Context: an optimization exercise on an open-source flow, tuned for small area. The choices shown serve that exercise and are no tape-out recipe. Function was checked by simulation only, so behaviour that the tests miss may differ from the original. Power and IR drop assume default switching activity.

File: config.mk
export PLATFORM = sky130hd
export DESIGN_NAME = ajq_top
export DESIGN_NICKNAME = ajq_top
export VERILOG_FILES = /design/flow/design.v
export SDC_FILE = /design/flow/constraint.sdc
export NUM_CORES = 4
export LEC_CHECK = 0
export CAP_MARGIN = 20
export CORE_MARGIN = 2
export CORE_UTILIZATION = 40
export CTS_BUF_LIST = sky130_fd_sc_hd__clkbuf_8
export CTS_CLUSTER_DIAMETER = 50
export CTS_CLUSTER_SIZE = 20
export SLEW_MARGIN = 20
File: constraint.sdc
create_clock -name core_clock -period 10.0 [get_ports {clk}]
set_input_delay 2.0000 -clock core_clock [delete_from_list [all_inputs] [get_ports {clk}]]
set_output_delay 2.0000 -clock core_clock [all_outputs]
set_load 0.01 [all_outputs]
File: design.v
module ajq_mux4 #(
    parameter W = 8
) (
    input  wire [1:0]   s,
    input  wire [W-1:0] d0,
    input  wire [W-1:0] d1,
    input  wire [W-1:0] d2,
    input  wire [W-1:0] d3,
    output wire [W-1:0] y
);
    assign y = s[1] ? (s[0] ? d3 : d2) : (s[0] ? d1 : d0);
endmodule
module ajq_mux16 (
    input  wire [3:0]   s,
    input  wire [127:0] d,       
    output wire [7:0]   y
);
    wire [31:0] l1;
    genvar g;
    generate
        for (g = 0; g < 4; g = g + 1) begin : grp
            ajq_mux4 u (.s(s[1:0]),
                        .d0(d[(4*g+0)*8 +: 8]), .d1(d[(4*g+1)*8 +: 8]),
                        .d2(d[(4*g+2)*8 +: 8]), .d3(d[(4*g+3)*8 +: 8]),
                        .y(l1[g*8 +: 8]));
        end
    endgenerate
    ajq_mux4 u_top (.s(s[3:2]), .d0(l1[7:0]), .d1(l1[15:8]), .d2(l1[23:16]),
                    .d3(l1[31:24]), .y(y));
endmodule
module ajq_mux8 (
    input  wire [2:0]  s,
    input  wire [63:0] d,        
    output wire [7:0]  y
);
    wire [7:0] lo, hi;
    ajq_mux4 u_lo (.s(s[1:0]), .d0(d[7:0]), .d1(d[15:8]), .d2(d[23:16]),
                   .d3(d[31:24]), .y(lo));
    ajq_mux4 u_hi (.s(s[1:0]), .d0(d[39:32]), .d1(d[47:40]), .d2(d[55:48]),
                   .d3(d[63:56]), .y(hi));
    assign y = s[2] ? hi : lo;
endmodule
module ajq_top #(
    parameter N_RX = 16,
    parameter N_TX = 16
) (
    input  wire        clk,
    input  wire        rst,
    input  wire        drx_req_valid,
    input  wire [39:0] drx_req,
    output wire        drx_req_ready,
    output reg         drx_rsp_valid,
    output wire [33:0] drx_rsp,
    input  wire        dtx_req_valid,
    input  wire [39:0] dtx_req,
    output wire        dtx_req_ready,
    output reg         dtx_rsp_valid,
    output wire [33:0] dtx_rsp,
    input  wire        m_req_valid,
    input  wire [39:0] m_req,
    output wire        m_req_ready,
    output reg         m_rsp_valid,
    output wire [33:0] m_rsp,
    output wire        rxq_empty,
    output wire        rxq_full,
    output wire        txq_empty,
    output wire        txq_full,
    output wire        tx_irq_en,
    output wire [31:0] pkt
);
    localparam [3:0] OP_NOP      = 4'h0,
                     OP_Q_INIT   = 4'h1,
                     OP_Q_PUSH   = 4'h2,
                     OP_Q_POP    = 4'h3,
                     OP_TP_INIT  = 4'h4,
                     OP_RX_EVENT = 4'h5,
                     OP_TX_EVENT = 4'h6,
                     OP_TRY_RECV = 4'h7,
                     OP_TRY_SEND = 4'h8,
                     OP_FR_INIT  = 4'h9,
                     OP_FEED     = 4'hA,
                     OP_POLL     = 4'hB,
                     OP_ENCODE   = 4'hC;
    reg        tx_irq_en_q;
    reg  [7:0] fw_q [0:3];       
    reg  [2:0] position_q;       
    reg [31:0] pkt_q;            
    reg        enc_busy_q;
    reg  [1:0] enc_cnt_q;        
    reg  [7:0] m_b_q;            
    reg  [7:0] enc_s_q [1:3];    
    assign drx_req_ready = 1'b1;
    assign dtx_req_ready = 1'b1;
    assign m_req_ready   = ~enc_busy_q;
    assign tx_irq_en     = tx_irq_en_q;
    assign pkt           = pkt_q;
    wire       drx_acc = drx_req_valid && !rst;
    wire [3:0] drx_op  = drx_req[39:36];
    wire       dtx_acc = dtx_req_valid && !rst;
    wire [3:0] dtx_op  = dtx_req[39:36];
    wire       m_acc   = m_req_valid && !enc_busy_q && !rst;
    wire [3:0] m_op    = m_req[39:36];
    wire       m_q     = m_req[35];
    wire [7:0] m_b     = m_req[7:0];
    wire       enc_step = enc_busy_q && !rst;
    wire rx_event = drx_acc && (drx_op == OP_RX_EVENT);
    wire tx_event = dtx_acc && (dtx_op == OP_TX_EVENT) && tx_irq_en_q;
    wire m_tp_init  = m_acc && (m_op == OP_TP_INIT);
    wire m_q_init   = m_acc && (m_op == OP_Q_INIT);
    wire m_q_push   = m_acc && (m_op == OP_Q_PUSH);
    wire m_q_pop    = m_acc && (m_op == OP_Q_POP);
    wire m_try_recv = m_acc && (m_op == OP_TRY_RECV);
    wire m_try_send = m_acc && (m_op == OP_TRY_SEND);
    wire m_fr_init  = m_acc && (m_op == OP_FR_INIT);
    wire m_feed     = m_acc && (m_op == OP_FEED);
    wire m_poll     = m_acc && (m_op == OP_POLL);
    wire m_encode   = m_acc && (m_op == OP_ENCODE);
    reg  [7:0] rx_mem [0:15];
    reg  [3:0] rx_start_q, rx_end_q;
    reg        rx_full_q;
    reg  [7:0] tx_mem [0:15];
    reg  [3:0] tx_start_q, tx_end_q;
    reg        tx_full_q;
    wire rxq_b_init = m_tp_init || (m_q_init && !m_q);
    wire rxq_b_push = m_q_push && !m_q;
    wire rxq_b_pop  = (m_q_pop && !m_q) || m_try_recv || m_poll;
    wire       txq_b_init = m_tp_init || (m_q_init && m_q);
    wire       txq_b_pop  = m_q_pop && m_q;
    wire       txq_b_push = (m_q_push && m_q) || m_try_send || m_encode || enc_step;
    wire [7:0] txq_b_data = enc_busy_q ? m_b_q :
                            (m_op == OP_ENCODE) ? m_req[31:24] : m_b;
    wire [7:0] rx_a_data = drx_req[7:0];
    assign rxq_full  = rx_full_q;
    assign rxq_empty = (rx_start_q == rx_end_q) && !rx_full_q;
    wire       rxq_a_ok   = rx_event && !rx_full_q;
    wire [3:0] rx_end_1   = rx_end_q + 4'd1;
    wire [3:0] rx_end_2   = rx_end_q + 4'd2;
    wire [3:0] rx_end_a   = rxq_a_ok ? rx_end_1 : rx_end_q;
    wire       rx_full_a  = rx_full_q || (rxq_a_ok && rx_end_1 == rx_start_q);
    wire       rxq_push_ok = rxq_b_push && !rx_full_a;
    wire       rxq_pop_ok  = rxq_b_pop && (!rxq_empty || rxq_a_ok);
    wire [127:0] rx_flat;
    wire [7:0]   rx_rd;
    genvar gi;
    generate
        for (gi = 0; gi < 16; gi = gi + 1) begin : rx_f
            assign rx_flat[gi*8 +: 8] = rx_mem[gi];
        end
    endgenerate
    ajq_mux16 u_rx_rd (.s(rx_start_q), .d(rx_flat), .y(rx_rd));
    wire [7:0] rxq_head = (rxq_a_ok && rxq_empty) ? rx_a_data : rx_rd;
    always @(posedge clk) begin
        if (rst || rxq_b_init) begin
            rx_start_q <= 4'd0;
            rx_end_q   <= 4'd0;
            rx_full_q  <= 1'b0;
        end else begin
            rx_start_q <= rx_start_q + {3'd0, rxq_pop_ok};
            rx_end_q   <= rx_end_a + {3'd0, rxq_push_ok};
            rx_full_q  <= !rxq_pop_ok && (rx_full_a ||
                          (rxq_push_ok && (rxq_a_ok ? rx_end_2 : rx_end_1) == rx_start_q));
        end
    end
    wire [7:0]  rx_wd_even = (rxq_a_ok && !rx_end_q[0]) ? rx_a_data : m_b;
    wire [7:0]  rx_wd_odd  = (rxq_a_ok &&  rx_end_q[0]) ? rx_a_data : m_b;
    wire        rx_any     = rxq_a_ok || rxq_push_ok;
    wire        rx_both    = rxq_a_ok && rxq_push_ok;
    wire [15:0] rx_dec     = 16'd1 << rx_end_q;
    wire [15:0] rx_we      = (rx_dec & {16{rx_any}}) |
                             ({rx_dec[14:0], rx_dec[15]} & {16{rx_both}});
    integer i;
    always @(posedge clk) begin
        for (i = 0; i < 16; i = i + 1)
            if (rx_we[i])
                rx_mem[i] <= i[0] ? rx_wd_odd : rx_wd_even;
    end
    assign txq_full  = tx_full_q;
    assign txq_empty = (tx_start_q == tx_end_q) && !tx_full_q;
    wire       txq_a_ok   = tx_event && !txq_empty;
    wire [3:0] tx_start_1 = tx_start_q + 4'd1;
    wire [3:0] tx_start_a = txq_a_ok ? tx_start_1 : tx_start_q;
    wire       tx_empty_a = txq_empty || (txq_a_ok && tx_start_1 == tx_end_q);
    wire       tx_full_a  = tx_full_q && !txq_a_ok;
    wire       txq_push_ok = txq_b_push && !tx_full_a;
    wire       txq_pop_ok  = txq_b_pop && !tx_empty_a;
    wire       txq_b_ok    = txq_b_init || txq_push_ok || txq_pop_ok;
    wire [63:0] tx_even, tx_odd;
    wire [7:0]  tx_rd_even, tx_rd_odd;
    generate
        for (gi = 0; gi < 8; gi = gi + 1) begin : tx_f
            assign tx_even[gi*8 +: 8] = tx_mem[2*gi];
            assign tx_odd[gi*8 +: 8]  = tx_mem[2*gi+1];
        end
    endgenerate
    ajq_mux8 u_tx_even (.s(tx_start_q[3:1] + {2'd0, tx_start_q[0]}), .d(tx_even), .y(tx_rd_even));
    ajq_mux8 u_tx_odd  (.s(tx_start_q[3:1]), .d(tx_odd), .y(tx_rd_odd));
    wire [7:0] txq_a_head = tx_start_q[0] ? tx_rd_odd : tx_rd_even;
    wire [7:0] txq_b_head = tx_start_a[0] ? tx_rd_odd : tx_rd_even;
    always @(posedge clk) begin
        if (rst || txq_b_init) begin
            tx_start_q <= 4'd0;
            tx_end_q   <= 4'd0;
            tx_full_q  <= 1'b0;
        end else begin
            tx_start_q <= tx_start_a + {3'd0, txq_pop_ok};
            tx_end_q   <= tx_end_q + {3'd0, txq_push_ok};
            tx_full_q  <= txq_push_ok ? (tx_end_q + 4'd1 == tx_start_a)
                                      : (tx_full_a && !txq_pop_ok);
        end
    end
    always @(posedge clk) begin
        for (i = 0; i < 16; i = i + 1)
            if (txq_push_ok && tx_end_q == i)
                tx_mem[i] <= txq_b_data;
    end
    wire       feed_go    = m_feed || (m_poll && rxq_pop_ok);
    wire [7:0] feed_b     = (m_op == OP_FEED) ? m_b : rxq_head;
    wire [7:0] feed_x     = fw_q[0] ^ fw_q[1] ^ fw_q[2] ^ fw_q[3];
    wire       feed_at_ck = position_q[2];
    wire       feed_load  = feed_go && !feed_at_ck;
    wire       feed_match = feed_go && feed_at_ck && (feed_x == feed_b);
    always @(posedge clk) begin
        if (rst || m_fr_init)
            position_q <= 3'd0;
        else if (feed_load)
            position_q <= position_q + 3'd1;
        else if (feed_match)
            position_q <= 3'd0;
    end
    always @(posedge clk) begin
        if (feed_go) begin
            fw_q[0] <= fw_q[1];
            fw_q[1] <= fw_q[2];
            fw_q[2] <= fw_q[3];
            fw_q[3] <= feed_b;
        end
        if (feed_match)
            pkt_q <= {fw_q[0], fw_q[1], fw_q[2], fw_q[3]};
    end
    always @(posedge clk) begin
        if (rst) begin
            enc_busy_q <= 1'b0;
        end else if (m_encode) begin
            enc_busy_q <= txq_b_ok;
        end else if (enc_step) begin
            if (!txq_b_ok || enc_cnt_q == 2'd3)
                enc_busy_q <= 1'b0;
        end
    end
    always @(posedge clk) begin
        if (enc_busy_q) begin
            enc_cnt_q  <= enc_cnt_q + 2'd1;
            enc_s_q[1] <= enc_s_q[2];
            enc_s_q[2] <= enc_s_q[3];
        end else begin
            enc_cnt_q  <= 2'd0;
            enc_s_q[1] <= m_req[15:8];
            enc_s_q[2] <= m_req[7:0];
        end
        enc_s_q[3] <= m_req[31:24] ^ m_req[23:16] ^ m_req[15:8] ^ m_req[7:0];
    end
    always @(posedge clk) begin
        if (rst || m_tp_init)
            tx_irq_en_q <= 1'b0;
        else if ((m_try_send || m_encode || enc_step) && txq_b_ok)
            tx_irq_en_q <= 1'b1;
        else if (tx_event && !txq_a_ok)
            tx_irq_en_q <= 1'b0;
    end
    reg drx_err_q, drx_ok_q;
    always @(posedge clk) begin
        drx_rsp_valid <= drx_acc;
        drx_err_q     <= (drx_op != OP_NOP) && (drx_op != OP_RX_EVENT);
        drx_ok_q      <= (drx_op == OP_NOP) || ((drx_op == OP_RX_EVENT) && rxq_a_ok);
    end
    assign drx_rsp = {drx_err_q, drx_ok_q, 32'h0};
    reg       dtx_err_q, dtx_ok_q;
    reg [7:0] dtx_b_q;
    always @(posedge clk) begin
        dtx_rsp_valid <= dtx_acc;
        dtx_err_q     <= (dtx_op != OP_NOP) && !tx_event;
        dtx_ok_q      <= (dtx_op == OP_NOP) || (tx_event && txq_a_ok);
        dtx_b_q       <= (dtx_op == OP_NOP) ? 8'h00 : txq_a_head;
    end
    assign dtx_rsp = {dtx_err_q, dtx_ok_q, 24'h0, dtx_b_q & {8{~dtx_err_q}}};
    reg       m_err_q, m_ok_q, m_pkt_q, m_pop_q;
    wire      m_reserved = (m_op > OP_ENCODE) || (m_op == OP_RX_EVENT) ||
                           (m_op == OP_TX_EVENT);
    always @(posedge clk) begin
        if (rst)
            m_rsp_valid <= 1'b0;
        else if (enc_busy_q)
            m_rsp_valid <= !txq_b_ok || (enc_cnt_q == 2'd3);
        else
            m_rsp_valid <= m_acc && !(m_encode && txq_b_ok);
        m_err_q <= !enc_busy_q && m_reserved;
        m_pkt_q <= feed_match;
        m_pop_q <= !enc_busy_q && ((m_op == OP_Q_POP) || (m_op == OP_TRY_RECV));
        m_b_q   <= enc_busy_q ? enc_s_q[1] :
                   (m_op == OP_ENCODE) ? m_req[23:16] :
                   (m_op == OP_Q_POP && m_q) ? txq_b_head : rxq_head;
        if (enc_busy_q)
            m_ok_q <= txq_b_ok;
        else case (m_op)
            OP_NOP, OP_TP_INIT, OP_FR_INIT, OP_Q_INIT:
                m_ok_q <= 1'b1;
            OP_Q_PUSH:
                m_ok_q <= m_q ? txq_b_ok : rxq_push_ok;
            OP_TRY_SEND, OP_ENCODE:
                m_ok_q <= txq_b_ok;
            OP_Q_POP:
                m_ok_q <= m_q ? txq_b_ok : rxq_pop_ok;
            OP_TRY_RECV:
                m_ok_q <= rxq_pop_ok;
            OP_FEED, OP_POLL:
                m_ok_q <= feed_match;
            default:
                m_ok_q <= 1'b0;
        endcase
    end
    assign m_rsp = {m_err_q, m_ok_q,
                    pkt_q[31:8] & {24{m_pkt_q}},
                    (pkt_q[7:0] & {8{m_pkt_q}}) | (m_b_q & {8{m_pop_q}})};
endmodule
File: flow/run.sh
#!/bin/bash
# Layout: the standard flow (standard.sh), with the smallest buffer on each port,
# as the standard flow otherwise.
set -euo pipefail
export BUFFER_PORTS_ARGS="-buffer_cell sky130_fd_sc_hd__buf_1"
bash standard.sh \
  "BUFFER_PORTS_ARGS=$BUFFER_PORTS_ARGS" \
  finish > make_finish.log 2>&1
File: standard.sh
#!/bin/bash
# synth_recipe.tcl (not shown) runs the flow's synth.tcl, then flattens the netlist and writes it again
# the make line also repeats each setting of config.mk as NAME=value (left out here)
make -C /OpenROAD-flow-scripts/flow DESIGN_CONFIG=/design/flow/config.mk WORK_HOME=/design/flow/orfs CLKGATE_MAP_FILE= SYNTH_SCRIPT=/design/flow/synth_recipe.tcl "${@:-finish}"
==> summary.md, run 1 <==
| Metric | Value |
|---|---|
| Share of cells above drive strength 1 | 0.166 |
| Crit. End Element | flop |
| Register area share after synthesis | 0.630 |
| Max Freq | 208 MHz |
| Mux cell area share after synthesis | 0.143 |
| Number of CTS-inserted buffers | 37 |
| Drt initial violations | 702 |
| VDD IR max | 0.0819 mV |
| Avg Cell Area, Syn | between 15 and 20 um2 |
| Hold_buf cts | 0 |
| Via Count | 9934 |
| Simple-gate share of the synthesized area | 0.0714 |
| Avg WL per Cell | 21.0 um |
| Root buffer cell | clkbuf_8 |
| Top_reg_cell synth | edfxtp_1 |
| Leak pwr | 6.47 nW |
| Top post-synthesis cells by area | edfxtp_1 (54%), dfxtp_1 (8.6%), mux4_2 (6.9%) |
| Post-synth top cells | edfxtp_1 (320), dfxtp_1 (76), buf_4 (66), nor2_1 (66), xnor2_1 (66) |
| Largest family of logic cells by synthesized area | multiplexers |
| DRC viols | 0 |
| Setup ws final | 5.20 ns |
| Bufs on Longest Clock Path | 3 |
| Crit share post-route | 0.480 |
| First-pass GRT wire length | 60800 um |
| Clock Pin Slew Worst Setup and Hold Paths | 0.10 ns |
| Synth Warn # | 5 |
| Critical path launch point type | primary input |
| Die Ht | 214 um |
| Die Width | 214 um |
| Synth Area in XOR/XNOR | 0.0526 |
| Adder-cell share of the synthesized area | 0.0177 |
| Final WL | 40700 um |
| Pwr/cell area | 158 nW/um2 |
| Setup Crit Path Kind | primary input to flop |
| Total negative slack | 0 ns |
| Synth async-reset ratio | 0 |
| Clk Latency, worst-skew pair | 0.62 ns |
| Number of synthesized register bits | roughly 400 |
| Detailed placement HPWL | 28400 um |
| Final Hold Fails | 0 |
| Part of the power in the clock network | 0.378 |
| Nets@finish | 1462 |
| Vias in the first global route | around 9700 |
| Die Area | 45900 um2 |
| Cell Rows | 77 |
| Combinational power share | 0.040 |
| Sink Count | 396 |
| Antenna violation net count after detailed routing | 0 |
| Initial antenna violation count | 1 |
| Maxcap violations | 0 |
| Share of power burned in registers | 0.582 |
| Pint | 0.00235 W |
| Post-Place Setup Slack | about 4.6 ns |
| Starting density of the core | 0.402 |
| # H-tree levels | 2 |
| Post-synth EDFFs | 320 |
| WP data arrival | 5.06 ns |
| Final setup viols | 0 |
| CORE AREA | around 44000 um2 |
| Post_cts resized | 0 |
| Fin crit period | ~4.8 ns |
| Filler cells | between 3000 and 4000 |
| Final GP Congestion | around 0.83 |
| Diodes inserted | 0 |
| Largest net degree at the start of global routing | 56 |
| Post-CTS setup buffer count | 0 |
| Worst slew pin tran | 1.12 ns |
| Post-synth top area share | 0.544 |
| CTS tree | yes |
| NetSw | about 0.00074 W |
| Clock skew | 0.0405 ns |
| Crit path max fanout | 33 |
| Leading area contributor after synthesis | edfxtp_1 |
| CP required | a little over 10 ns |
| Synthesized area | 17700 um2 |
| Max-slew headroom | 0.255 |
| Final slew viol count | 0 |
| 1st-pass router iterations | 5 |
| Grt ovf | 0 |
| Top-count cell post-synth | edfxtp_1 |
| RSZ-0062 raised after global routing | no |
| Synthesized netlist cell count | 1167 |
| Vias per cell | 5.14 |
| Post-synthesis compound-gate area fraction | 0.0392 |
| Port Buf Inserts | ~140 |
| Hold WC Path Type | flop to flop |
| Gr usage total | 0.175 |
| Ports | 270 |
| Switching part of the total | 0.240 |
| Outcome | timing/DRC/antenna clean |
| Area delta synth->final | 10.7% |
| Synth cell types | 70 |
-- cells by family after synthesis --
logic type	after synthesis
AO/OA/AOI/OAI	103
XOR/XNOR	99
multiplexers	165
flip-flops	396
buffers and inverters	132
other	2
AND/OR/NAND/NOR	245
adder cells (fa/ha/maj)	25
-- final cells by class --
class	count	area, um2	share of cell area
inverter	15	56.3	0.00288
timing repair buffer	167	713	0.0364
tap	592	741	0.0378
sequential	396	11100	0.569
multi-input combinational	695	6000	0.307
clock inverter	30	403	0.0206
clock buffer	38	523	0.0267
-- metal layers --
| metal | vias to the layer above | track usage | wire [um] |
|---|---|---|---|
| met3 | 56 | 0.0335 | 2470 |
| li1 | 4538 | - | - |
| met4 | 0 | 0.0461 | 850 |
| met5 | - | 0 | 0 |
| met2 | 356 | 0.271 | 18400 |
| met1 | 4984 | 0.255 | 18900 |
-- power groups by stage --
| stage | Sequential [W] | Clock (W) | Combinational (W) |
|---|---|---|---|
| 3_3_place_gp | 0.00184 | 0 | 0.000118 |
| 4_1_cts | 0.00180 | 0.00120 | 0.000122 |
| 2_1_floorplan | 0.00183 | 0 | 0.0000920 |
| 6_report | 0.00180 | 0.00117 | 0.000122 |
| 3_5_place_dp | 0.00184 | 0 | 0.000122 |
| 5_1_grt | 0.00180 | 0.00126 | 0.000134 |
-- through the flow --
step	instances	total power, W	hold slack [ns]	instance area [um2]	utilization
floorplan	1223	0.00193	0.390	17900	-
global placement	1865	0.00196	0.402	18600	0.424
detailed placement	1865	0.00196	0.409	18600	0.424
CTS	1933	0.00312	0.420	19600	0.445
global route	1933	0.00320	0.439	19600	0.445
finish	1933	0.00309	0.426	19600	0.445
-- critical path, stage by stage --
cell and delay, ns:
buf_1 0.47, nor2b_1 0.13, and3b_1 0.31, nand3_2 0.27
mux2i_1 0.46, a21oi_1 0.23, xnor2_1 0.37, nand4bb_1 0.20
a211oi_4 0.19, buf_4 0.40
-- final timing paths --
path	startpoint	endpoint	slack, ns	cells past startpoint
setup / recovery	rst	pkt_q[23]	5.20	10
hold / removal	enc_s_q[1][7]	m_b_q[7]	0.43	2
setup reg to reg	rx_start_q[1]	pkt_q[23]	5.87	10
hold reg to reg	enc_s_q[1][7]	m_b_q[7]	0.43	2
-- placed cells by master (no fill, tap or decap), drive strengths merged, types with 6 or more instances in the layout --
cell | netlist | routed
a21oi | 12 | 12
a22o | 10 | 10
and2 | 36 | 36
buf | 87 | 167
clkbuf | 30 | 38
clkinv | 0 | 10
conb | 2 | 58
dfxtp | 76 | 76
edfxtp | 320 | 320
ha | 25 | 25
inv | 15 | 29
mux2 | 59 | 59
mux2i | 44 | 44
mux4 | 62 | 62
nand2 | 55 | 55
nand2b | 9 | 9
nand3 | 14 | 14
nor2 | 66 | 66
nor2b | 16 | 16
nor3 | 15 | 15
nor4 | 6 | 6
o211ai | 9 | 9
o21ai | 36 | 36
xnor2 | 67 | 67
xor2 | 28 | 28
-- registers in the layout (all words and copies together), names as in the netlist, 2 cells and up --
| register | flops |
|---|---|
| fw_q | 32 |
| rx_end_q | 4 |
| pkt_q | 32 |
| tx_mem | 128 |
| rx_mem | 128 |
| tx_end_q | 4 |
| tx_start_q | 4 |
| rx_start_q | 4 |
| enc_s_q | 24 |
| m_b_q | 8 |
| enc_cnt_q | 2 |
| dtx_b_q | 8 |
| position_q | 3 |
==> run 2, diff against run 1 <==
--- a/config.mk
+++ b/config.mk
@@ -9,6 +9,7 @@
 export CORE_MARGIN = 2
-export CORE_UTILIZATION = 40
-export CTS_BUF_LIST = sky130_fd_sc_hd__clkbuf_8
-export CTS_CLUSTER_DIAMETER = 50
-export CTS_CLUSTER_SIZE = 20
+export CORE_UTILIZATION = 60
+export CTS_BUF_LIST = sky130_fd_sc_hd__clkbuf_16
+export CTS_CLUSTER_DIAMETER = 100
+export CTS_CLUSTER_SIZE = 30
+export PLACE_DENSITY = 0.75
 export SLEW_MARGIN = 20
==> summary.md, run 2 <==
| Metric | Value |
|---|---|
| Largest delay share family, worst path | simple AND/OR/NAND/NOR gates |
| Post-CTS setup buffer count | 0 |
| RSZ-0062 raised after global routing | no |
| Largest registers | rx_mem x128, tx_mem x128 |
| Filler cells | between 2000 and 2500 |
| CP peak stage delay | 0.95 ns |
| 1st-pass router iterations | 6 |
| Clk Latency, worst-skew pair | 0.54 ns |
| Worst slew pin tran | 1.18 ns |
| Root buffer cell | clkbuf_16 |
| Leading cell types in the layout, fill and taps excluded | edfxtp_1 (320), buf_1 (144), dfxtp_1 (74), xnor2_1 (66), nor2_1 (64) |
| Post-synth top area share | 0.544 |
| Avg WL per Cell | 22.4 um |
| Most common cell after layout, fill and taps aside | edfxtp_1 |
| CP Cell Sequence | buf_1 -> buf_4 -> or3b_1 -> nor2_1 -> nand4_1 -> o21ai_0 -> a22oi_1 -> nor2_1 |
| Reg2reg setup slack | 6.11 ns |
| R2r startpoint | rx_end_q[2] |
| Worst path buffer plus inverter count | 2 |
| Leading area contributor after synthesis | edfxtp_1 |
| VDD IR max | 0.0956 mV |
| Final WL | 37800 um |
| Met2 Use GR | 0.383 |
| Final Hold Fails | 0 |
| Outcome | timing/DRC/antenna clean |
| Cell Rows | between 60 and 70 |
| Post-synth EDFFs | between 300 and 400 |
| Placed Area | 18400 um2 |
| Top post-synthesis cells by area | edfxtp_1 (54%), dfxtp_1 (8.6%), mux4_2 (6.9%) |
| Vias in the first global route | 9359 |
| Detailed placement HPWL | 26600 um |
| Post-synth top cells | edfxtp_1 (320), dfxtp_1 (76), buf_4 (66), nor2_1 (66), xnor2_1 (66) |
| CTS tree | yes |
| Bufs on Longest Clock Path | 3 |
| Share of cells above drive strength 1 | 0.134 |
| Die Ht | 176 um |
| Diodes inserted | 0 |
| WP data arrival | roughly 4.8 ns |
| Finished Cell Area | 18900 um2 |
| Maxcap violations | 0 |
| CP required | 10.14 ns |
| Die Width | 176 um |
| Worst Hold End | enc_cnt_q[0] |
| Met1 usage | 0.366 |
| Top-count cell post-synth | edfxtp_1 |
| Starting density of the core | 0.612 |
| Pwr/cell area | 145 nW/um2 |
| Area delta synth->final | 6.81% |
| Critical path launch point type | primary input |
| CORE AREA | 28900 um2 |
| DRC viols | 0 |
| Clock Pin Slew Worst Setup and Hold Paths | around 0.11 ns |
| Antenna violation net count after detailed routing | 0 |
| Synthesized area | 17700 um2 |
| Final GP Congestion | 0.836 |
| Hold_buf cts | 0 |
| Hold wc startpoint | enc_cnt_q[0] |
| Crit. End Element | flop |
| Port Buf Inserts | 144 |
| Nets@finish | around 1400 |
| Most used cell, CP | nor2_1 |
| Final setup viols | 0 |
| Gr usage total | 0.244 |
| Die Area | 30800 um2 |
| Max Freq | 215 MHz |
| Finished Core Util | 0.654 |
| Register area share after synthesis | 0.630 |
| Crit path max fanout | 14 |
| Ports | 270 |
| Synth cell types | 70 |
| Max-slew headroom | 0.209 |
| Sink Count | about 400 |
| Setup Crit Path Kind | primary input to flop |
| Crit share post-route | 0.465 |
| Drt initial violations | 968 |
| Leak pwr | 6.29 nW |
| Synth Warn # | 5 |
| Grt ovf | 0 |
| # H-tree levels | 1 |
| Top_reg_cell synth | edfxtp_1 |
| Initial antenna violation count | 0 |
| Met3 Track Usage GR | 0.0351 |
| First-pass GRT wire length | 56000 um |
| Synth async-reset ratio | 0 |
| Final slew viol count | 0 |
| Avg Cell Area, Syn | 15.1 um2 |
| Reg2reg end | rx_mem[13][4] |
| Synthesized netlist cell count | 1167 |
| Min-Delay Path Depth | 1 |
| Clock skew | 0.0316 ns |
| Total negative slack | 0 ns |
| CP max stage cell | nor2_1 |
| Largest net degree at the start of global routing | 57 |
| Fin crit period | approximately 4.6 ns |
| Via Count | 10046 |
| Number of CTS-inserted buffers | 17 |
| GR peak layer | met2 |
| Post_cts resized | 0 |
| Vias per cell | 5.95 |
| Hold WC Path Type | flop to flop |
| Number of synthesized register bits | 396 |
| Worst reg-to-reg path cell count | 9 |
run 2: cell counts after synthesis:
No cell type changed its count.
run 2: logic make-up (layout without fill, tap and decap cells):
kind of cell,Yosys count,count (layout),synth area share
DFF,396,396,0.630
and+or+nand+nor,245,245,0.0714
muxes,165,165,0.143
buffers and inverters,132,214,0.0457
AOI/OAI and AO/OA,103,103,0.0392
xor gates and xnor gates,99,99,0.0526
adders and majority gates,25,25,0.0177
other,2,58,0.000425
run 2: metal layers:
| metal | up-vias | routed length (um) |
|---|---|---|
| met5 | - | 0 |
| met4 | 0 | 877 |
| met3 | 49 | 3110 |
| met2 | 502 | 17500 |
| met1 | 5004 | 16400 |
| li1 | 4491 | - |
run 2: how the worst max path moves through the flow:
stage	to	slack, ns	from	cells past startpoint
final	rx_mem[13][4]	5.35	rst	8
after global routing	tx_irq_en_q	5.18	m_req[36]	9
after CTS	rx_mem[5][7]	5.40	rst	8
after detailed placement	rx_mem[5][4]	4.85	rst	8
after global placement	pkt_q[30]	4.92	rst	11
after floorplan	pkt_q[0]	3.29	m_req[39]	7
run 2: final cells by class:
class | instances | area, um2 | area share
clock buffers | 17 | 425 | 0.0225
inverters | 15 | 56.3 | 0.00298
multi-input cells | 695 | 5980 | 0.317
well taps | 384 | 480 | 0.0255
repair buffers | 170 | 736 | 0.0390
clock inverters | 12 | 67.6 | 0.00358
flip-flops and latches | 396 | 11100 | 0.590
run 2: report_power, final:
part / internal, W / switching, W
clock: 0.000323 / 0.000487
sequential: 0.00179 / 0.00000714
combinational: 0.0000418 / 0.0000792
run 2: per-stage QoR:
stage | std cells | setup WS (ns) | hold slack [ns] | power [W]
after floorplan | 1223 | 3.29 | 0.390 | 0.00193
after global placement | 1659 | 4.92 | 0.400 | 0.00195
after detailed placement | 1659 | 4.85 | 0.414 | 0.00196
after CTS | 1688 | 5.40 | 0.435 | 0.00275
after global routing | 1689 | 5.18 | 0.456 | 0.00281
final | 1689 | 5.35 | 0.436 | 0.00273
==> run 3, diff against run 2 <==
--- a/config.mk
+++ b/config.mk
@@ -9,3 +9,3 @@
 export CORE_MARGIN = 2
-export CORE_UTILIZATION = 60
+export CORE_UTILIZATION = 75
 export CTS_BUF_LIST = sky130_fd_sc_hd__clkbuf_16
@@ -13,3 +13,3 @@
 export CTS_CLUSTER_SIZE = 30
-export PLACE_DENSITY = 0.75
+export PLACE_DENSITY = 0.88
 export SLEW_MARGIN = 20
==> summary.md, run 3 <==
| Metric | Value |
|---|---|
| Outcome | timing/DRC/antenna clean |
| Final slew viol count | 0 |
| Via Count | 10448 |
| Setup Crit Path Kind | primary input to flop |
| Register area share after synthesis | 0.630 |
| Post-synth EDFFs | 320 |
| Crit path max fanout | 33 |
| Initial antenna violation count | 1 |
| Die Area | 24800 um2 |
| Leading area contributor after synthesis | edfxtp_1 |
| Crit. End Element | flop |
| Number of synthesized register bits | 396 |
| Critical path launch point type | primary input |
| Antenna violation net count after detailed routing | 0 |
| Final setup viols | 0 |
| DRC viols | 0 |
| Ports | 270 |
| Finished Core Util | 0.805 |
| R2r startpoint | rx_start_q[3] |
| Synth async-reset ratio | 0 |
| Clock skew | 0.0211 ns |
| Top_reg_cell synth | edfxtp_1 |
| Largest registers | rx_mem x128, tx_mem x128 |
| Final Hold Fails | 0 |
| Post-synth top area share | 0.544 |
| Top post-synthesis cells by area | edfxtp_1 (54%), dfxtp_1 (8.6%), mux4_2 (6.9%) |
| Die Width | 158 um |
| Max Freq | 211 MHz |
| Area delta synth->final | 6.29% |
| Starting density of the core | 0.757 |
| WP data arrival | 4.93 ns |
| Post_cts resized | 0 |
| Min-Delay Path Depth | 1 |
| Synthesized area | 17700 um2 |
| Cell Rows | 56 |
| Leading cell types in the layout, fill and taps excluded | edfxtp_1 (320), buf_1 (144), dfxtp_1 (73), xnor2_1 (66), nor2_1 (66) |
| CTS tree | yes |
| Synthesized netlist cell count | 1167 |
| Worst reg-to-reg path cell count | 9 |
| Bufs on Longest Clock Path | 3 |
| Final WL | 40500 um |
| Clock Pin Slew Worst Setup and Hold Paths | roughly 0.11 ns |
| VDD IR max | 0.102 mV |
| # H-tree levels | 1 |
| Reg2reg end | pkt_q[18] |
| Largest net degree at the start of global routing | 57 |
| Post-CTS setup buffer count | 0 |
| Hold WC Path Type | flop to flop |
| Reg2reg setup slack | 6.24 ns |
| Pwr/cell area | 146 nW/um2 |
| Total negative slack | 0 ns |
| 1st-pass router iterations | 6 |
| Worst Hold End | enc_cnt_q[0] |
| Post-synth top cells | edfxtp_1 (320), dfxtp_1 (76), buf_4 (66), nor2_1 (66), xnor2_1 (66) |
| Hold wc startpoint | enc_cnt_q[0] |
| Synth Warn # | 5 |
| Drt initial violations | ~1200 |
| Avg WL per Cell | 25.0 um |
| Maxcap violations | 0 |
| Synth cell types | 70 |
| CORE AREA | 23300 um2 |
| Max-slew headroom | 0.269 |
| Most common cell after layout, fill and taps aside | edfxtp_1 |
| Nets@finish | 1442 |
| Detailed placement HPWL | 28200 um |
| CP required | 10.18 ns |
| Vias in the first global route | 9993 |
| Gr usage total | 0.330 |
| Port Buf Inserts | 144 |
| Finished Cell Area | around 19000 um2 |
| RSZ-0062 raised after global routing | no |
| Leak pwr | approximately 6.3 nW |
| Clk Latency, worst-skew pair | 0.52 ns |
| Share of cells above drive strength 1 | 0.134 |
| Total power | 0.00274 W |
| First-pass GRT wire length | 59500 um |
| Sink Count | around 400 |
| Vias per cell | 6.44 |
| Number of CTS-inserted buffers | 17 |
| Critical Path Source | m_req[36] |
| Fin crit period | about 4.7 ns |
| Crit share post-route | 0.475 |
| Root buffer cell | clkbuf_16 |
| Avg Cell Area, Syn | 15.1 um2 |
| Worst slew pin tran | between 1 and 1.5 ns |
| Placed Area | 18300 um2 |
| Final GP Congestion | 0.906 |
| Die Ht | 158 um |
| Hold_buf cts | 0 |
| Top-count cell post-synth | edfxtp_1 |
| Grt ovf | 0 |
[run 3: cell counts after synthesis]
Identical to the previous run, type by type.
[run 3: cells by family (layout without fill, tap and decap cells)]
family                     Yosys count  count (layout)  synth area share
AOI/OAI and AO/OA                  103             103            0.0392
xor gates and xnor gates            99              99            0.0526
adders and majority gates           25              25            0.0177
buffers and inverters              132             211            0.0457
DFF                                396             396             0.630
muxes                              165             165             0.143
other                                2              59          0.000425
and+or+nand+nor                    245             245            0.0714
[run 3: cell type report]
class,instances,area [um2]
inverters,15,56.3
well taps,319,399
clock inverters,12,62.6
multi-input cells,695,5990
fillers,1206,4550
flip-flops and latches,396,11100
repair buffers,167,713
clock buffers,17,425
diodes,1,2.50
[run 3: power breakdown]
part,internal (W),switching [W]
Clock,0.000321,0.000487
Combinational,0.0000424,0.0000841
Sequential,0.00179,0.00000775
[run 3: stage by stage]
step | worst slack (ns) | cells | hold WS [ns]
floorplan | 3.29 | 1223 | 0.390
global placement | 4.79 | 1592 | 0.401
global route | 5.17 | 1621 | 0.448
detailed placement | 4.89 | 1592 | 0.413
finish | 5.25 | 1622 | 0.425
CTS | 5.32 | 1621 | 0.428
[run 3: critical path: stages]
cell	delay, ns
buf_1	0.34
nand4bb_1	0.66
inv_1	0.31
a41oi_1	0.28
a21bo_1	0.28
and3_1	0.21
nand4bb_1	0.24
a211oi_4	0.17
buf_4	0.41
[run 3: worst max-delay path by stage]
| stage | slack (ns) | cells after the start | end |
|---|---|---|---|
| floorplan | 3.29 | 7 | pkt_q[0] |
| global placement | 4.79 | 7 | tx_mem[3][0] |
| detailed placement | 4.89 | 9 | pkt_q[13] |
| CTS | 5.32 | 4 | rxq_empty |
| global route | 5.17 | 11 | pkt_q[22] |
| finish | 5.25 | 9 | pkt_q[18] |
[run 3: per-layer routing]
metal / vias to the layer above / GRT usage / part of all wire
met2: 719 / 0.523 / 0.48
met3: 100 / 0.0730 / 0.12
met1: 5133 / 0.459 / 0.37
met5: - / 0 / 0
li1: 4496 / - / -
met4: 0 / 0.122 / 0.037
==> run 4, diff against run 3 <==
--- a/config.mk
+++ b/config.mk
@@ -9,3 +9,3 @@
 export CORE_MARGIN = 2
-export CORE_UTILIZATION = 75
+export CORE_UTILIZATION = 40
 export CTS_BUF_LIST = sky130_fd_sc_hd__clkbuf_16
@@ -13,3 +13,2 @@
 export CTS_CLUSTER_SIZE = 30
-export PLACE_DENSITY = 0.88
 export SLEW_MARGIN = 20
==> summary.md, run 4 <==
| Metric | Value |
|---|---|
| Outcome | timing/DRC/antenna clean |
| Crit. End Element | flop |
| # H-tree levels | 1 |
| Reg2reg end | pkt_q[1] |
| Minimum hold slack | approximately 0.42 ns |
| Die Width | 214 um |
| First-pass GRT wire length | 59900 um |
| Dpl cells | between 1500 and 2000 |
| Max Freq | around 210 MHz |
| Top_reg_cell synth | edfxtp_1 |
| Part of the power in the clock network | 0.321 |
| Post-synth EDFFs | 320 |
| Post_cts resized | 0 |
| Detailed placement HPWL | 28400 um |
| Final Hold Fails | 0 |
| Nets@finish | ~1400 |
| Hold WC Path Type | flop to flop |
| Synthesized area | 17700 um2 |
| Post-synth top area share | 0.544 |
| Leading cell types in the layout, fill and taps excluded | edfxtp_1 (320), buf_1 (144), dfxtp_1 (74), xnor2_1 (66), nor2_1 (64) |
| Post-CTS setup buffer count | 0 |
| Synth async-reset ratio | 0 |
| Starting density of the core | 0.402 |
| Grt ovf | 0 |
| Clock skew | 0.0221 ns |
| CTS tree | yes |
| Top-count cell post-synth | edfxtp_1 |
| Vias in the first global route | 9536 |
| Ports | 270 |
| Leak pwr | about 6.3 nW |
| Cell Rows | slightly below 80 |
| Number of CTS-inserted buffers | 18 |
| Area of the multi-input gates | 6000 um2 |
| Diodes inserted | 0 |
| Synthesized netlist cell count | 1167 |
| Drt initial violations | approximately 740 |
| Final setup viols | 0 |
| Synth Warn # | 5 |
| Most common cell after layout, fill and taps aside | edfxtp_1 |
| Worst Hold End | enc_cnt_q[0] |
| Leading area contributor after synthesis | edfxtp_1 |
| Sequential cell area | between 10000 and 15000 um2 |
| Hold wc startpoint | enc_cnt_q[0] |
| Die Ht | approximately 210 um |
| Initial antenna violation count | 1 |
| Worst reg-to-reg path cell count | 10 |
| Switching part of the total | 0.218 |
| Root buffer cell | clkbuf_16 |
| Total negative slack | 0 ns |
| Placed Area | between 15000 and 20000 um2 |
| Finished Core Util | 0.438 |
| Avg WL per Cell | 21.1 um |
| Share of power burned in registers | 0.636 |
| Avg Cell Area, Syn | 15.1 um2 |
| Crit path max fanout | 33 |
| Maxcap violations | 0 |
| Clock Pin Slew Worst Setup and Hold Paths | 0.10 ns |
| Number of synthesized register bits | 396 |
| Non-filler instance count after layout | 1897 |
| Finished Cell Area | 19200 um2 |
| Share of cells above drive strength 1 | 0.139 |
| Pwr/cell area | 147 nW/um2 |
| Reg2reg setup slack | 5.88 ns |
| Bufs on Longest Clock Path | 3 |
| WP data arrival | 5.02 ns |
| Combinational power share | 0.043 |
| Setup Crit Path Kind | primary input to flop |
| Worst slew pin tran | 1.14 ns |
| Final slew viol count | 0 |
| Top post-synthesis cells by area | edfxtp_1 (54%), dfxtp_1 (8.6%), mux4_2 (6.9%) |
| R2r startpoint | rx_start_q[1] |
| Via Count | between 9000 and 10000 |
| Pint | 0.00221 W |
| VDD IR max | 0.0875 mV |
| Hold_buf cts | 0 |
| Crit share post-route | 0.482 |
| Register area share after synthesis | 0.630 |
| Area delta synth->final | 8.87% |
| 1st-pass router iterations | 5 |
| DRC viols | 0 |
| Antenna violation net count after detailed routing | 0 |
| CP required | 10.20 ns |
| Largest net degree at the start of global routing | 56 |
| Filler cells | 3961 |
| Synth cell types | 70 |
| Port Buf Inserts | 144 |
| Largest registers | rx_mem x128, tx_mem x128 |
| NetSw | ~0.0006 W |
| Die Area | 45900 um2 |
| CORE AREA | approximately 44000 um2 |
| Clk Latency, worst-skew pair | roughly 0.54 ns |
| RSZ-0062 raised after global routing | no |
| Sink Count | roughly 400 |
| Max-slew headroom | 0.240 |
| Fin crit period | 4.82 ns |
| Critical path launch point type | primary input |
| Vias per cell | 5.16 |
| Final GP Congestion | 0.832 |
| Final WL | between 40000 and 50000 um |
| Min-Delay Path Depth | 1 |
| Gr usage total | 0.171 |
| Post-synth top cells | edfxtp_1 (320), dfxtp_1 (76), buf_4 (66), nor2_1 (66), xnor2_1 (66) |
run 4: cell types whose count changed in the layout (fill, tap and decap cells not counted), sizes merged:
cell / before / now
inv: 27 / 24
clkinv: 0 / 3
clkbuf: 17 / 20
diode: 1 / 0
run 4: final cells by class:
class | instances | share of cell area
Clock buffer | 20 | 0.0260
Timing Repair Buffer | 167 | 0.0371
Sequential cell | 396 | 0.579
Tap cell | 592 | 0.0385
Clock inverter | 12 | 0.00488
Multi-Input combinational cell | 695 | 0.312
Inverter | 15 | 0.00293
run 4: through the flow:
stage	total power [W]	worst slack, ns
2_1_floorplan	0.00193	3.29
3_3_place_gp	0.00196	4.65
3_5_place_dp	0.00196	4.59
4_1_cts	0.00286	5.15
5_1_grt	0.00292	4.98
6_report	0.00283	5.18
run 4: worst max-delay path, cell delays in order:
cell and delay [ns]:
buf_1 0.47, nor2b_1 0.14, and3b_1 0.31, nand3_2 0.27, mux2i_1 0.44, a21oi_1 0.23, xnor2_1 0.35, nand4bb_1 0.20
a211oi_4 0.19, buf_4 0.40
run 4: cell families (layout without fill, tap and decap cells):
kind of cell,count (synthesis),in the layout,synth area share
compound gates,103,103,0.0392
xor+xnor,99,99,0.0526
fa+ha+maj,25,25,0.0177
buf+inv,132,214,0.0457
flops,396,396,0.630
mux,165,165,0.143
other cells,2,58,0.000425
simple gates,245,245,0.0714
run 4: worst max-delay path by stage:
stage | from | endpoint | slack (ns) | cells past startpoint
4_1_cts | rst | pkt_q[1] | 5.15 | 10
5_1_grt | rst | pkt_q[23] | 4.98 | 10
3_3_place_gp | rst | pkt_q[1] | 4.65 | 10
2_1_floorplan | m_req[39] | pkt_q[0] | 3.29 | 7
3_5_place_dp | rst | pkt_q[23] | 4.59 | 10
6_report | rst | pkt_q[1] | 5.18 | 10
run 4: power by group through the flow:
stage / combinational, W / sequential, W / clock, W
floorplan: 0.0000920 / 0.00183 / 0
global placement: 0.000118 / 0.00184 / 0
detailed placement: 0.000122 / 0.00184 / 0
CTS: 0.000122 / 0.00180 / 0.000933
global route: 0.000134 / 0.00180 / 0.000987
finish: 0.000122 / 0.00180 / 0.000909
run 4: layer usage:
metal	vias to the layer above	GRT usage	part of all wire
met5	-	0	0
met4	0	0.0419	0.026
met3	49	0.0231	0.055
met2	329	0.267	0.45
met1	4925	0.255	0.47
li1	4486	-	-
==> run 5, diff against run 4 <==
==> flow/run.sh (replaced) <==
#!/bin/bash
# Layout: the standard flow (standard.sh) with two changes: the smallest
# buffer on each port, and one tie cell per constant value (no tie fanout
# repair).
set -euo pipefail
export BUFFER_PORTS_ARGS="-buffer_cell sky130_fd_sc_hd__buf_1"
export SKIP_REPAIR_TIE_FANOUT=1
bash standard.sh \
  "BUFFER_PORTS_ARGS=$BUFFER_PORTS_ARGS" \
  "SKIP_REPAIR_TIE_FANOUT=$SKIP_REPAIR_TIE_FANOUT" \
  finish > make_finish.log 2>&1
--- a/config.mk
+++ b/config.mk
@@ -9,3 +9,3 @@
 export CORE_MARGIN = 2
-export CORE_UTILIZATION = 40
+export CORE_UTILIZATION = 60
 export CTS_BUF_LIST = sky130_fd_sc_hd__clkbuf_16
@@ -13,2 +13,4 @@
 export CTS_CLUSTER_SIZE = 30
+export GPL_TIMING_DRIVEN = 0
+export PLACE_DENSITY = 0.75
 export SLEW_MARGIN = 20
==> summary.md, run 5 <==
| Metric | Value |
|---|---|
| VDD IR max | 0.0941 mV |
| Final Hold Fails | 0 |
| Vias per cell | around 6 |
| Max Freq | between 150 and 200 MHz |
| Most used cell, CP | buf_8 |
| Gr usage total | 0.269 |
| Antenna violation net count after detailed routing | 0 |
| WP data arrival | 5.43 ns |
| Synth cell types | 70 |
| Crit. End Element | flop |
| GR peak layer | met2 |
| Die Area | 30800 um2 |
| CP Cell Sequence | buf_1 -> nor2b_1 -> and3b_1 -> clkbuf_1 -> nand3_2 -> mux2i_1 -> a21oi_1 -> xnor2_1 -> nand4bb_1 -> a211oi_4 -> buf_8 -> buf_8 |
| Synth Warn # | 5 |
| Met3 Track Usage GR | 0.0491 |
| Die Ht | 176 um |
| Cell Rows | 62 |
| Crit path max fanout | 16 |
| Number of synthesized register bits | roughly 400 |
| CP required | 10.23 ns |
| Avg WL per Cell | 24.1 um |
| Worst slew pin tran | 1.15 ns |
| Leading area contributor after synthesis | edfxtp_1 |
| Largest registers | rx_mem x128, tx_mem x128 |
| Final slew viol count | 0 |
| Clock skew | 0.0358 ns |
| Pwr/cell area | approximately 140 nW/um2 |
| Crit share post-route | 0.520 |
| CTS tree | yes |
| Starting density of the core | 0.612 |
| Initial antenna violation count | 1 |
| Minimum hold slack | about 0.44 ns |
| Clk Latency, worst-skew pair | 0.52 ns |
| Met2 Use GR | 0.426 |
| Worst path buffer plus inverter count | 4 |
| Share of cells above drive strength 1 | 0.186 |
| Clock Pin Slew Worst Setup and Hold Paths | 0.11 ns |
| Sink Count | roughly 400 |
| CP peak stage delay | about 0.59 ns |
| Port Buf Inserts | 141 |
| Post_cts resized | 0 |
| Via Count | between 10000 and 15000 |
| Detailed placement HPWL | just over 30000 um |
| Total negative slack | 0 ns |
| Diodes inserted | 0 |
| Final GP Congestion | about 0.9 |
| Top-count cell post-synth | edfxtp_1 |
| Largest net degree at the start of global routing | 57 |
| Hold_buf cts | 0 |
| Leading cell types in the layout, fill and taps excluded | edfxtp_1 (320), buf_1 (144), dfxtp_1 (76), buf_4 (72) |
| Drt initial violations | 1085 |
| CORE AREA | 28900 um2 |
| First-pass GRT wire length | roughly 61000 um |
| Total power | 0.00275 W |
| CP max stage cell | mux2i_1 |
| Max-slew headroom | 0.234 |
| Setup Crit Path Kind | primary input to flop |
| Grt ovf | 0 |
| RSZ-0062 raised after global routing | no |
| Die Width | 176 um |
| Fin crit period | 5.20 ns |
| Critical path launch point type | primary input |
| Outcome | timing/DRC/antenna clean |
| DRC viols | 0 |
| Largest delay share family, worst path | buffers and inverters |
| Synthesized netlist cell count | between 1000 and 1500 |
| Area delta synth->final | 9.50% |
| Area of the multi-input gates | 5820 um2 |
| 1st-pass router iterations | 5 |
| Ports | 270 |
| Register area share after synthesis | 0.630 |
| Nets@finish | 1487 |
| Bufs on Longest Clock Path | 3 |
| Met1 usage | 0.393 |
| Number of CTS-inserted buffers | 17 |
| Synthesized area | 17700 um2 |
| # H-tree levels | 1 |
| Final setup viols | 0 |
| Sequential cell area | approximately 11000 um2 |
| Post-synth top cells | edfxtp_1 (320), dfxtp_1 (76), buf_4 (66), nor2_1 (66), xnor2_1 (66) |
| Root buffer cell | clkbuf_16 |
| Synth async-reset ratio | 0 |
| Most common cell after layout, fill and taps aside | edfxtp_1 |
| Top_reg_cell synth | edfxtp_1 |
| Top post-synthesis cells by area | edfxtp_1 (54%), dfxtp_1 (8.6%), mux4_2 (6.9%) |
| Filler cells | approximately 2000 |
| Avg Cell Area, Syn | 15.1 um2 |
| Hold WC Path Type | flop to flop |
| Leak pwr | between 6 and 7 nW |
| Post-CTS setup buffer count | 0 |
| Maxcap violations | 0 |
| Post-synth top area share | 0.544 |
| Final WL | between 40000 and 50000 um |
| Vias in the first global route | 9982 |
| Post-synth EDFFs | 320 |
[run 5: cell count changes in the layout (fill, tap and decap cells not counted), moves of 4 or more]
cell / delta
conb_1: -56
nor3_1: -4
buf_2: +14
buf_6: +5
clkbuf_1: +29
buf_4: +49
o21ai_0: -6
nor3_2: +4
[run 5: metrics by stage]
step / setup slack, ns / utilization / area (um2) / std cells
6_report: 4.80 / 0.671 / 19400 / 1731
5_1_grt: 4.55 / 0.671 / 19400 / 1731
4_1_cts: 4.85 / 0.670 / 19300 / 1731
3_5_place_dp: 4.33 / 0.653 / 18900 / 1702
3_3_place_gp: 1.32 / 0.647 / 18700 / 1692
2_1_floorplan: 3.29 / - / 17700 / 1167
[run 5: layer usage]
| metal | vias to the layer above | share of wire | routed length [um] |
|---|---|---|---|
| met5 | - | 0 | 0 |
| met4 | 0 | 0.024 | 1010 |
| met3 | 64 | 0.097 | 4040 |
| met2 | 495 | 0.46 | 19400 |
| met1 | 5133 | 0.41 | 17300 |
| li1 | 4635 | - | - |
[run 5: final cells by class]
cell class              instances  area share
multi-input cells             639       0.301
inverters                      15     0.00291
repair buffers                151      0.0321
clock buffers                  17      0.0220
plain buffers                 117      0.0388
well taps                     384      0.0248
flip-flops and latches        396       0.575
clock inverters                12     0.00369
[run 5: path summary, 6_finish.rpt]
| path | endpoint | depth (start not counted) | slack (ns) | startpoint |
|---|---|---|---|---|
| max reg2reg | rx_mem[9][5] | 10 | 5.99 | rx_end_q[2] |
| min reg2reg | enc_cnt_q[0] | 1 | 0.44 | enc_cnt_q[0] |
| max | pkt_q[12] | 12 | 4.80 | rst |
| min | enc_cnt_q[0] | 1 | 0.44 | enc_cnt_q[0] |
[run 5: power breakdown]
part | internal (W) | switching [W]
registers | 0.00179 | 0.00000636
clock network | 0.000321 | 0.000480
logic | 0.0000572 | 0.0000896
[run 5: cell families (layout without fill, tap and decap cells)]
logic type	count (synthesis)	after routing	share of synthesized area
AO/OA/AOI/OAI	103	103	0.0392
XOR/XNOR	99	99	0.0526
adder cells (fa/ha/maj)	25	25	0.0177
buffers and inverters	132	312	0.0457
flip-flops	396	396	0.630
multiplexers	165	165	0.143
other	2	2	0.000425
AND/OR/NAND/NOR	245	245	0.0714
==> run 6, diff against run 5 <==
--- a/config.mk
+++ b/config.mk
@@ -13,3 +13,2 @@
 export CTS_CLUSTER_SIZE = 30
-export GPL_TIMING_DRIVEN = 0
 export PLACE_DENSITY = 0.75
==> summary.md, run 6 <==
| Metric | Value |
|---|---|
| Port Buf Inserts | 144 |
| Starting density of the core | 0.612 |
| Top-count cell post-synth | edfxtp_1 |
| Post-synth EDFFs | between 300 and 400 |
| Setup ws final | 5.29 ns |
| Synth async-reset ratio | 0 |
| Pwr/cell area | 146 nW/um2 |
| Die Width | 176 um |
| Crit. End Element | flop |
| Leak pwr | 6.09 nW |
| Max-slew headroom | 0.267 |
| Setup Crit Path Kind | primary input to flop |
| Cell Rows | 62 |
| Detailed placement HPWL | 26600 um |
| CP peak stage delay | 0.55 ns |
| Finished Core Util | 0.647 |
| Synth cell types | 70 |
| Final slew viol count | 0 |
| Crit share post-route | 0.471 |
| RSZ-0062 raised after global routing | no |
| Final WL | 37600 um |
| Synth Warn # | 5 |
| Largest registers | rx_mem x128, tx_mem x128 |
| Clock skew | approximately 0.018 ns |
| Antenna violation net count after detailed routing | 0 |
| Maxcap violations | 0 |
| Vias per cell | 5.92 |
| Top_reg_cell synth | edfxtp_1 |
| CP Cell Sequence | buf_1 -> buf_4 -> nor2b_1 -> and3b_1 -> nand3_2 -> mux2i_1 -> a21oi_1 -> xnor2_1 -> nand4bb_1 -> a211oi_4 -> buf_4 |
| First-pass GRT wire length | ~56000 um |
| CTS tree | yes |
| # H-tree levels | 1 |
| Min-Delay Path Depth | 1 |
| Placed Area | 18200 um2 |
| DRC viols | 0 |
| Clk Latency, worst-skew pair | between 0.5 and 0.6 ns |
| WP data arrival | 4.88 ns |
| Pint | roughly 0.0022 W |
| CP max stage cell | mux2i_1 |
| Most used cell, CP | buf_4 |
| Number of synthesized register bits | ~400 |
| Ports | 270 |
| Combinational power share | 0.045 |
| Leading area contributor after synthesis | edfxtp_1 |
| Avg WL per Cell | 23.0 um |
| Initial antenna violation count | 4 |
| Largest net degree at the start of global routing | 57 |
| CORE AREA | 28900 um2 |
| Post-synth top area share | 0.544 |
| Root buffer cell | clkbuf_16 |
| Final setup viols | 0 |
| Critical path launch point type | primary input |
| Post_cts resized | 0 |
| Post-CTS setup buffer count | 0 |
| Synthesized netlist cell count | 1167 |
| Worst reg-to-reg path cell count | 8 |
| Die Ht | around 180 um |
| Vias in the first global route | 9423 |
| Bufs on Longest Clock Path | 3 |
| Final GP Congestion | 0.835 |
| Part of the power in the clock network | 0.295 |
| Final Hold Fails | 0 |
| Worst slew pin tran | 1.09 ns |
| Gr usage total | 0.245 |
| Register area share after synthesis | 0.630 |
| Drt initial violations | 1174 |
| Die Area | 30800 um2 |
| CP required | 10.17 ns |
| Share of cells above drive strength 1 | 0.139 |
| Clock Pin Slew Worst Setup and Hold Paths | 0.11 ns |
| Switching part of the total | 0.209 |
| Post-Place Setup Slack | 4.78 ns |
| Grt ovf | 0 |
| Hold_buf cts | 0 |
| Finished Cell Area | 18700 um2 |
| 1st-pass router iterations | 5 |
| Sink Count | 396 |
| VDD IR max | about 0.095 mV |
| Synthesized area | between 15000 and 20000 um2 |
| Crit path max fanout | 33 |
| Area delta synth->final | 5.60% |
| Total negative slack | 0 ns |
| Number of CTS-inserted buffers | 17 |
| Avg Cell Area, Syn | about 15 um2 |
| Top post-synthesis cells by area | edfxtp_1 (54%), dfxtp_1 (8.6%), mux4_2 (6.9%) |
| Hold WC Path Type | flop to flop |
| Share of power burned in registers | 0.660 |
| Via Count | 9679 |
| Max Freq | 212 MHz |
| Reg2reg setup slack | just over 6 ns |
| Nets@finish | roughly 1400 |
| Most common cell after layout, fill and taps aside | edfxtp_1 |
| Post-synth top cells | edfxtp_1 (320), dfxtp_1 (76), buf_4 (66), nor2_1 (66), xnor2_1 (66) |
| Leading cell types in the layout, fill and taps excluded | edfxtp_1 (320), buf_1 (144), dfxtp_1 (74), xnor2_1 (66), nor2_1 (66) |
| NetSw | 0.000569 W |
| Outcome | timing/DRC/antenna clean |
| Fin crit period | ~4.7 ns |
[run 6: worst paths after layout]
kind,start,to
worst max-delay path,rst,pkt_q[31]
worst min register to register,enc_cnt_q[0],enc_cnt_q[0]
worst max register to register,rx_start_q[2],pkt_q[31]
worst min-delay path,enc_cnt_q[0],enc_cnt_q[0]
[run 6: layout make-up]
| class | count | area, um2 |
|---|---|---|
| timing repair buffer | 168 | 721 |
| antenna | 4 | 10.0 |
| multi-input combinational | 639 | 5770 |
| sequential | 396 | 11100 |
| tap | 384 | 480 |
| fill | 2048 | 10200 |
| inverter | 15 | 56.3 |
| clock inverter | 12 | 67.6 |
| clock buffer | 17 | 425 |
[run 6: routing by layer]
layer / global-route usage / vias up / wire length, um
met5: 0 / - / 13
met4: 0.0472 / 2 / 500
met3: 0.0424 / 37 / 3220
met2: 0.383 / 416 / 17600
met1: 0.368 / 4794 / 16300
li1: - / 4430 / -
[run 6: logic make-up after synthesis]
family / after synthesis / share of synthesized area
compound gates: 103 / 0.0392
other cells: 2 / 0.000425
mux: 165 / 0.143
fa+ha+maj: 25 / 0.0177
simple gates: 245 / 0.0714
flops: 396 / 0.630
buf+inv: 132 / 0.0457
xor+xnor: 99 / 0.0526
[run 6: worst max-delay path: cells and delay by family]
family,cells,cell delay (ns)
AOI/OAI and AO/OA,2,0.38
xor gates and xnor gates,1,0.23
buffers and inverters,3,0.66
muxes,1,0.55
and+or+nand+nor,4,1.01
[run 6: power by group through the flow]
stage | Sequential [W] | Clock (W) | Combinational (W)
after CTS | 0.00180 | 0.000819 | 0.000121
after detailed placement | 0.00184 | 0 | 0.000120
after global placement | 0.00184 | 0 | 0.000116
after global routing | 0.00180 | 0.000868 | 0.000132
after floorplan | 0.00183 | 0 | 0.0000920
final | 0.00180 | 0.000804 | 0.000121
[run 6: through the flow]
| step | total power, W | instances | hold slack [ns] |
|---|---|---|---|
| after global placement | 0.00195 | 1602 | 0.399 |
| after global routing | 0.00280 | 1633 | 0.436 |
| after CTS | 0.00274 | 1631 | 0.428 |
| after floorplan | 0.00193 | 1167 | 0.390 |
| final | 0.00272 | 1635 | 0.424 |
| after detailed placement | 0.00196 | 1602 | 0.413 |
==> run 7, diff against run 6 <==
--- a/design.v
+++ b/design.v
@@ -249,2 +249,3 @@
     end
+    wire [7:0] enc_x = enc_s_q[3] ^ m_b_q;
     always @(posedge clk) begin
@@ -253,3 +254,3 @@
             enc_s_q[1] <= enc_s_q[2];
-            enc_s_q[2] <= enc_s_q[3];
+            enc_s_q[3] <= enc_x;
         end else begin
@@ -257,5 +258,5 @@
             enc_s_q[1] <= m_req[15:8];
-            enc_s_q[2] <= m_req[7:0];
+            enc_s_q[3] <= m_req[31:24];
         end
-        enc_s_q[3] <= m_req[31:24] ^ m_req[23:16] ^ m_req[15:8] ^ m_req[7:0];
+        enc_s_q[2] <= m_req[7:0];
     end
@@ -298,3 +299,3 @@
         m_pop_q <= !enc_busy_q && ((m_op == OP_Q_POP) || (m_op == OP_TRY_RECV));
-        m_b_q   <= enc_busy_q ? enc_s_q[1] :
+        m_b_q   <= enc_busy_q ? ((enc_cnt_q == 2'd2) ? enc_x : enc_s_q[1]) :
                    (m_op == OP_ENCODE) ? m_req[23:16] :
==> summary.md, run 7 <==
| Metric | Value |
|---|---|
| Outcome | timing/DRC/antenna clean |
| Synth Area in XOR/XNOR | 0.0431 |
| Ports | 270 |
| Final GP Congestion | 0.891 |
| Clock Pin Slew Worst Setup and Hold Paths | 0.11 ns |
| CP required | slightly above 10 ns |
| Most used cell, CP | buf_4 |
| Clk Latency, worst-skew pair | 0.52 ns |
| Drt initial violations | approximately 1100 |
| Initial antenna violation count | 7 |
| Die Ht | 175 um |
| Detailed placement HPWL | 27400 um |
| Hold WC Path Type | flop to flop |
| Top-count cell post-synth | edfxtp_1 |
| Grt ovf | 0 |
| Post-synth EDFFs | 320 |
| Post-synth top cells | edfxtp_1 (320), nor2_1 (89), dfxtp_1 (76) |
| Largest delay share family, worst path | simple AND/OR/NAND/NOR gates |
| RSZ-0062 raised after global routing | no |
| Die Width | 175 um |
| Final WL | 38300 um |
| Total power | 0.00270 W |
| Synthesized netlist cell count | 1165 |
| Hold wc startpoint | enc_cnt_q[0] |
| Filler cells | 2049 |
| Crit path max fanout | 33 |
| Synthesized area | approximately 18000 um2 |
| Finished Core Util | 0.645 |
| Vias in the first global route | 9349 |
| Root buffer cell | clkbuf_16 |
| Post-synth top area share | 0.547 |
| Leading cell types in the layout, fill and taps excluded | edfxtp_1 (320), buf_1 (144), nor2_1 (89), dfxtp_1 (75), nand2_1 (64) |
| First-pass GRT wire length | 57100 um |
| Post-synthesis compound-gate area fraction | 0.0494 |
| Gr usage total | 0.251 |
| Final Hold Fails | 0 |
| Port Buf Inserts | around 140 |
| Critical path launch point type | primary input |
| Max-slew headroom | 0.190 |
| Fin crit period | 4.88 ns |
| Top_reg_cell synth | edfxtp_1 |
| Number of synthesized register bits | a little under 400 |
| 1st-pass router iterations | 5 |
| Largest family of logic cells by synthesized area | multiplexers |
| Post_cts resized | 0 |
| Setup Crit Path Kind | primary input to flop |
| Clock skew | 0.0223 ns |
| Synth async-reset ratio | 0 |
| Via Count | 9852 |
| Bufs on Longest Clock Path | 3 |
| VDD IR max | 0.107 mV |
| CP Cell Sequence | buf_1 -> nor2b_1 -> nand4_1 -> nor3_2 -> buf_4 -> mux2i_1 -> a21o_2 -> xor2_1 -> nand3_1 -> nor4_2 -> buf_4 |
| CORE AREA | 28800 um2 |
| Critical Path Source | rst |
| # H-tree levels | 1 |
| Pwr/cell area | 146 nW/um2 |
| Total negative slack | 0 ns |
| CTS tree | yes |
| Worst slew pin tran | 1.21 ns |
| Antenna violation net count after detailed routing | 0 |
| Number of CTS-inserted buffers | 17 |
| Starting density of the core | 0.610 |
| Cell Rows | 62 |
| DRC viols | 0 |
| Register area share after synthesis | 0.634 |
| Area of the multi-input gates | 5640 um2 |
| Synth Warn # | 5 |
| Area delta synth->final | 5.70% |
| Post-CTS setup buffer count | 0 |
| Most common cell after layout, fill and taps aside | edfxtp_1 |
| Leak pwr | 6.02 nW |
| Leading area contributor after synthesis | edfxtp_1 |
| Nets@finish | 1388 |
| Hold_buf cts | 0 |
| Sequential cell area | 11100 um2 |
| Adder-cell share of the synthesized area | 0.0185 |
| Synth cell types | 66 |
| Top post-synthesis cells by area | edfxtp_1 (55%), dfxtp_1 (8.7%), mux4_2 (6.7%) |
| Final setup viols | 0 |
| Max Freq | slightly above 200 MHz |
| Final slew viol count | 0 |
| Simple-gate share of the synthesized area | 0.0773 |
| Worst path buffer plus inverter count | 3 |
| R2r startpoint | rx_end_q[2] |
| Crit. End Element | flop |
| Avg WL per Cell | 23.4 um |
| Crit share post-route | 0.488 |
| Avg Cell Area, Syn | between 15 and 20 um2 |
| Sink Count | 396 |
| Largest registers | rx_mem x128, tx_mem x128 |
| CP max stage cell | mux2i_1 |
| Share of cells above drive strength 1 | 0.125 |
| WP data arrival | 5.06 ns |
| Vias per cell | 6.02 |
| Largest net degree at the start of global routing | between 60 and 70 |
| Mux cell area share after synthesis | 0.131 |
| CP peak stage delay | 0.50 ns |
| Maxcap violations | 0 |
| Die Area | around 31000 um2 |
## run 7: kinds of logic after synthesis
| logic type | count (synthesis) |
|---|---|
| flip-flops | 396 |
| buffers and inverters | 133 |
| AND/OR/NAND/NOR | 272 |
| adder cells (fa/ha/maj) | 26 |
| XOR/XNOR | 83 |
| other | 2 |
| AO/OA/AOI/OAI | 119 |
| multiplexers | 134 |
## run 7: worst paths after layout
check,endpoint,depth (start not counted),slack [ns]
hold reg to reg,enc_cnt_q[0],1,0.46
setup reg to reg,rx_mem[7][1],9,6.23
setup / recovery,pkt_q[20],11,5.12
hold / removal,enc_cnt_q[0],1,0.46
## run 7: routing by layer
layer,global-route usage,vias to the layer above,wire (um)
li1,-,4470,-
met1,0.361,4885,16100
met2,0.395,434,18000
met3,0.0429,59,2890
met4,0.0813,4,1220
met5,0,-,26
## run 7: cell type report
class,instances,area share
sequential,396,0.600
multi-input combinational,636,0.304
timing repair buffer,171,0.0401
tap,384,0.0259
clock buffer,17,0.0229
clock inverter,12,0.00357
inverter,15,0.00303
antenna,5,0.000674
## run 7: worst reg2reg max path, stage by stage (launching register included)
cell     delay [ns]
dfxtp_1        0.67
inv_1          0.16
ha_1           0.38
xnor2_1        0.16
nor2_1         0.06
a41oi_1        0.25
nand2_1        0.17
nor2_1         0.38
a22o_1         0.22
nor2b_1        0.95
## run 7: through the flow
step	instance area, um2	setup WS [ns]	hold WS, ns	cells
final	18600	5.12	0.461	1636
after global routing	18600	4.89	0.480	1634
after global placement	18000	4.60	0.411	1602
after floorplan	17600	1.92	0.402	1165
after detailed placement	18000	4.57	0.442	1602
after CTS	18500	5.09	0.464	1631
## run 7: power by group
group	total, W	leakage, nW	switching (W)	internal [W]
logic	0.000109	2.24	0.0000759	0.0000333
registers	0.00179	3.51	0.00000711	0.00179
clock network	0.000799	0.277	0.000478	0.000321

[what the ideal ports hide]
In the flow no input, the clock included, has a driving cell. The finished layouts below were timed again as built, in two steps. Step 1 (the two cells are an assumption about what drives the block):
set clk [get_ports {clk}]
set_driving_cell -lib_cell sky130_fd_sc_hd__clkbuf_16 $clk
set_driving_cell -lib_cell sky130_fd_sc_hd__buf_2 [delete_from_list [all_inputs] $clk]
Step 2 times the ports against the registers' clock, not the clock port: input delays grow and output delays shrink by t, the midpoint of the rising clock arrivals with the driver on. Three values: no drivers, after step 1, after step 2; two values: the first two.
| run | shift t [ns] | setup WS [ns] | clock arrival spread, ns |
|---|---|---|---|
| run 1 | 0.651 | 5.201 / 5.230 / 4.579 | 0.041 / 0.041 |
| run 2 | 0.572 | 5.352 / 5.382 / 4.810 | 0.032 / 0.032 |
| run 3 | 0.565 | 5.250 / 5.257 / 4.693 | 0.021 / 0.021 |
| run 4 | 0.589 | 5.184 / 5.217 / 4.628 | 0.023 / 0.023 |
| run 5 | 0.555 | 4.801 / 4.823 / 4.268 | 0.036 / 0.036 |
| run 6 | 0.557 | 5.290 / 5.319 / 4.762 | 0.019 / 0.020 |
| run 7 | 0.555 | 5.120 / 5.138 / 4.582 | 0.025 / 0.025 |
After both steps every run listed still meets setup and hold. The setup slack of run 1, which loses most, moves by +0.029 ns with the drivers and by -0.622 ns with both steps.
